Source: an optimization exercise on an open RTL-to-GDS flow (aim: small area, a short achievable clock period and few clock cycles). Production flows keep margins and buffers that such runs may drop.
Where RTL was checked, it was by simulation tests only, not by an equivalence proof against the original.
Power and IR drop assume default switching activity.

Setup of run a:
// rx_framer
module rx_framer #(
    parameter CAP         = 128,         
    parameter IDX_W       = 7,           
    parameter MAX_PAYLOAD = 48,          
    parameter STG_AW      = 6            
) (
    input  wire             clk,
    input  wire             rst,           
    input  wire             init,          
    input  wire             rx_valid,      
    input  wire [7:0]       rx_data,
    input  wire             cfg_valid,     
    input  wire [7:0]       cfg_max_type,
    input  wire [1:0]       cfg_sel,       
    output wire [7:0]       val_type,      
    output wire [7:0]       val_len,
    input  wire             val_ok,
    output wire             disp_valid,    
    input  wire             disp_ready,
    output wire [1:0]       disp_tag,
    output wire [7:0]       disp_type,
    output wire [7:0]       disp_len,
    input  wire [STG_AW-1:0] stg_raddr,    
    output wire [7:0]       stg_rdata,
    output wire [IDX_W-1:0] rx_count,      
    output wire [15:0]      overflow_count,
    output wire             rx_fault,
    output wire             configured
);
clock: 8.5 ns
lec_check: 0
cap_margin: 20
core_margin: 2
core_utilization: 40
setup_slack_margin: 3.0
slew_margin: 20
run.sh (not shown) runs the stock make flow with config.mk's settings and CLKGATE_MAP_FILE= SYNTH_SCRIPT=/design/flow/synth_recipe.tcl, a recipe that flattens the netlist after the stock synthesis.
Run a: PASS, flow complete, no timing, DRC or antenna violations
Input changes introduced in run b (baseline for comparison: run a):
Settings: CTS_BUF_LIST: unset -> sky130_fd_sc_hd__clkbuf_4 sky130_fd_sc_hd__clkbuf_8; SETUP_SLACK_MARGIN: 3.0 -> 3.6; CTS_CLUSTER_SIZE: unset -> 20.
Notes after the runs:
Proportion of cell area occupied by multi-input gates: run b vs run a, no meaningful difference. Run b: utilization is 0.31 points higher than what run a reported. In run b the highest attainable clock frequency turned out 0.86% higher than in run a. Diff run a -> run b: global-route usage over all layers moved up; overall power consumption now sits lower. The worst setup path startpoint comes out stg_raddr[3] in one run and stg_raddr[1] in the other, namely in run a and run b respectively. Number of nets in the layout: run b > run a. Relative to run a, initial antenna violation count has increased by 1 in run b. Going from run a to run b, via count shows an increase of 2.9%, combined area of the multi-input logic cells shows an increase of about 1.3%, fraction of synthesized cell area in xor and xnor cells shows no meaningful change.
Function was not checked in any run of this note: the RTL went through the layout flow alone.


Another version of the RTL of rx_framer (not shown whole).
Size in the first run: ~3,700 cells after synthesis, roughly 64,000 um2 of cells after synthesis.
make LEC_CHECK=0 CAP_MARGIN=20 CORE_MARGIN=2 CORE_UTILIZATION=40 SETUP_SLACK_MARGIN=3.0 SLEW_MARGIN=20 finish   # period 8.5 ns
The starting point finished clean.
Testbench counts at the start, summed over its fixed seeds: cycles 14,718.
Edit:
ABC_CLOCK_PERIOD_IN_PS = 5000   (was unset)
SETUP_SLACK_MARGIN = 3.5   (was 3.0)
Final cell count grows by 0.64%.
Flip-flop and latch count stays the same.
Setup slack gains 0.069 ns.


## run 1
Another version of the RTL of rx_framer (not shown whole).
Size: ~3,900 cells after synthesis, about 0.060 mm^2 of cells after synthesis.
## rx_framer
module rx_framer #(
    parameter CAP         = 128,         
    parameter IDX_W       = 7,           
    parameter MAX_PAYLOAD = 48,          
    parameter STG_AW      = 6            
) (
    input  wire             clk,
    input  wire             rst,           
    input  wire             init,          
    input  wire             rx_valid,      
    input  wire [7:0]       rx_data,
    input  wire             cfg_valid,     
    input  wire [7:0]       cfg_max_type,
    input  wire [1:0]       cfg_sel,       
    output wire [7:0]       val_type,      
    output wire [7:0]       val_len,
    input  wire             val_ok,
    output wire             disp_valid,    
    input  wire             disp_ready,
    output wire [1:0]       disp_tag,
    output wire [7:0]       disp_type,
    output wire [7:0]       disp_len,
    input  wire [STG_AW-1:0] stg_raddr,    
    output wire [7:0]       stg_rdata,
    output wire [IDX_W-1:0] rx_count,      
    output wire [15:0]      overflow_count,
    output wire             rx_fault,
    output wire             configured
);
clock: 8.5 ns
lec_check: 0
cap_margin: 20
core_margin: 2
core_utilization: 65
cts_cluster_diameter: 110
cts_cluster_size: 26
setup_slack_margin: 4.1
slew_margin: 20
synth_hierarchical: 1
synth_minimum_keep_size: 0
Run 1: flow completed, timing, DRC and antenna clean
Testbench counts of run 1, summed over its fixed seeds: cycles 14,796.
The inputs of run 2 differ from those of run 1 as listed below.
- swapping 26 for 24 in CTS_CLUSTER_SIZE
- swapping 110 for 100 in CTS_CLUSTER_DIAMETER
- swapping 65 for 75 in CORE_UTILIZATION
- swapping 4.1 for 4.4 in SETUP_SLACK_MARGIN
## What came out
- Re number of cells on the worst reg-to-reg path: run 2 and run 1 aren't equal, and the higher value belongs to run 1.
- Measured against each other, run 2 and run 1 differ in total of clock buffers placed in the layout, the higher figure coming from run 2.
- Compared run 2 vs run 1, and areal power density over the cells is up in run 2.
- On combinational power, run 1 tracks run 2 almost exactly.
- As of run 2, wire length had risen slightly compared to run 1.
- Comparing run 2 and run 1, the lower worst-case headroom to the max-slew limit was measured on run 2.
- Between run 1 and run 2, the final worst hold slack figures differ only marginally.
- Delta (run 2 minus run 1): first-pass GRT wire length went up about 1.3%; clock power rose by about 5%; global routing usage summed across all routing layers now sits higher; post-route cell area was more or less identical.
> inputs changed (run 2 -> run 3)
- CTS_CLUSTER_DIAMETER changed from 100 to 120
- CTS_CLUSTER_SIZE changed from 24 to 30
- CORE_UTILIZATION changed from 75 to 55
==> comparison <==
- Run 3: flow completed, timing, DRC and antenna clean
- For run 2, the worst setup path endpoint was stg_rdata[4], unlike run 3, where it was stg_rdata[6].
- Taking run 2 as the reference, in run 3 global-route usage over all layers dropped 9.5 points; wire length climbed 3.8%; minimum clock period increased by 0.12 ns relative to the old numbers; count of cells resized by post-cts repair lower.
- Cells: run 3 has more instances than run 2
- Compared with run 2, run 3 shows a lower overall power.
The following lists how run 4 was set up differently from run 3:
- CTS_CLUSTER_SIZE now 24, was 30
- CTS_CLUSTER_DIAMETER now 100, was 120
[summary]
Looking at growth of design area from synthesis to finish, run 4 sits 0.85 points above run 3.
Run comparison: run 4 worst setup path endpoint stg_rdata[2]; run 3 worst setup path endpoint stg_rdata[6]
Relative to run 3, number of vias per cell has increased by 0.033 in run 4.
In run 4 the utilization turned out 0.47 points higher than in run 3.
Run 4 ran to completion and came out clean on the timing, DRC and antenna checks.
Final worst-path cycle share: run 3 and run 4 compared, lower one is run 3
Going from run 3 to run 4, initial antenna violation count rose 1; final setup slack of the worst path shows a reduction of 0.027 ns.


Setup of alpha:
Starting RTL as in the previous note.
make LEC_CHECK=0 CAP_MARGIN=20 CORE_MARGIN=2 CORE_UTILIZATION=55 CTS_CLUSTER_DIAMETER=110 CTS_CLUSTER_SIZE=28 SETUP_SLACK_MARGIN=4.7 SLEW_MARGIN=20 SYNTH_HIERARCHICAL=1 SYNTH_MINIMUM_KEEP_SIZE=0 finish   # period 8.5 ns
Testbench counts of alpha, summed over its fixed seeds: cycles 14,796.
> inputs changed (alpha -> beta)
diff --git a/flow/config.mk b/flow/config.mk
--- a/flow/config.mk
+++ b/flow/config.mk
@@ -8,8 +8,8 @@
 export CAP_MARGIN = 20
 export CORE_MARGIN = 2
-export CORE_UTILIZATION = 55
-export CTS_CLUSTER_DIAMETER = 110
-export CTS_CLUSTER_SIZE = 28
-export SETUP_SLACK_MARGIN = 4.7
+export CORE_UTILIZATION = 65
+export CTS_CLUSTER_DIAMETER = 100
+export CTS_CLUSTER_SIZE = 24
+export SETUP_SLACK_MARGIN = 4.4
 export SLEW_MARGIN = 20
 export SYNTH_HIERARCHICAL = 1
--- outcome ---
After synthesis and placement, the instance count of beta is below that of alpha. Note that the wire length on met2 recorded for beta amounts to 0.920 times the value seen in alpha. Between alpha and beta, the flow reports power dissipated in combinational cells decreasing by more than 10%. Met2 usage: beta vs alpha up 3.5 points. beta vs alpha — post-CTS repair timing setup buffer count dropped 9. beta finished every stage and its layout cleared the timing, DRC and antenna checks. [compare] base=alpha new=beta: headroom to the max-slew limit decreased by 3.5 points relative to the old numbers, global placement routability congestion saw an increase, height of the die down 7.9%, cell area stayed essentially flat. alpha ended up with nor2_2 as its cell with the largest stage delay on the worst path; beta ended up with nand4_1. [beta] shortest period the worst path allows fell 160 ps relative to alpha.
diff inputs: beta => gamma
diff --git a/flow/config.mk b/flow/config.mk
--- a/flow/config.mk
+++ b/flow/config.mk
@@ -9,6 +9,6 @@
 export CORE_MARGIN = 2
 export CORE_UTILIZATION = 65
-export CTS_CLUSTER_DIAMETER = 100
-export CTS_CLUSTER_SIZE = 24
+export CTS_CLUSTER_DIAMETER = 120
+export CTS_CLUSTER_SIZE = 30
 export SETUP_SLACK_MARGIN = 4.4
 export SLEW_MARGIN = 20
Findings:
beta: PASS, flow complete, no timing, DRC or antenna violations
gamma did not stop at any stage, and its layout met the timing, DRC and antenna checks.
Against beta, gamma comes in 17 lower on final standard cell count with taps included and fillers excluded.
Diff gamma..beta | number of sequential cells in the layout | negligible
gamma ended with more worst-skew pair later-pin latency than beta.
In gamma, clock period minus final worst setup slack is lower than in beta.
Cell internal power dissipation, gamma and beta: smaller value in gamma
Sort gamma and beta by power, ascending, and gamma comes first.
There was hardly any difference in area share of buffers outside the clock network between gamma and beta.
Going from beta to gamma, the non-clock buffer count was found to have gone up by 4.
Against beta, count of clock buffers in the final design in gamma fell by more than 10%.
There was hardly any difference in routed via count between gamma and beta.

==> static timing again, ports no longer ideal <==
Ports are ideal in the flow. The routed layouts listed here were re-timed in OpenROAD. Step 1: set_driving_cell puts a clkbuf_16 on clk and a buf_2 on each other input, an assumption about the parent block. Step 2 times the ports against the registers' clock, not the clock port: input delays grow and output delays shrink by t, the midpoint of the rising clock arrivals with the driver on. Three values: ideal, step 1, step 2; two values: the first two.
run	t, ns	slack for setup (ns)	worst setup path at the end	worst slew at a driven data input, ns	pins driven straight from the clock port
run a	0.850	2.998 / 2.949 / 2.764	input to register	0.05	1
run b	1.008	3.045 / 2.980 / 2.911	input to register	0.07	1
the first run of note 2	0.860	2.933 / 2.758 / 2.498	input to register	0.27	1
the second run of note 2	0.866	3.002 / 2.809 / 2.226	input to register	0.51	1
run 1	0.744	3.657 / 3.569 / 3.405	input to register	0.09	1
run 2	0.728	3.688 / 3.584 / 3.584	input to output	0.10	1
run 3	0.801	3.570 / 3.506 / 3.506	input to output	0.06	1
run 4	0.751	3.543 / 3.488 / 3.488	input to output	0.06	1
alpha	0.817	3.539 / 3.476 / 3.476	input to output	0.11	1
beta	0.748	3.701 / 3.601 / 3.601	input to output	0.10	1
gamma	0.767	3.709 / 3.629 / 3.629	input to output	0.10	1
After both steps every run listed still meets setup and hold. The setup slack of the second run of note 2, which loses most, moves by -0.193 ns with the drivers and by -0.776 ns with both steps.
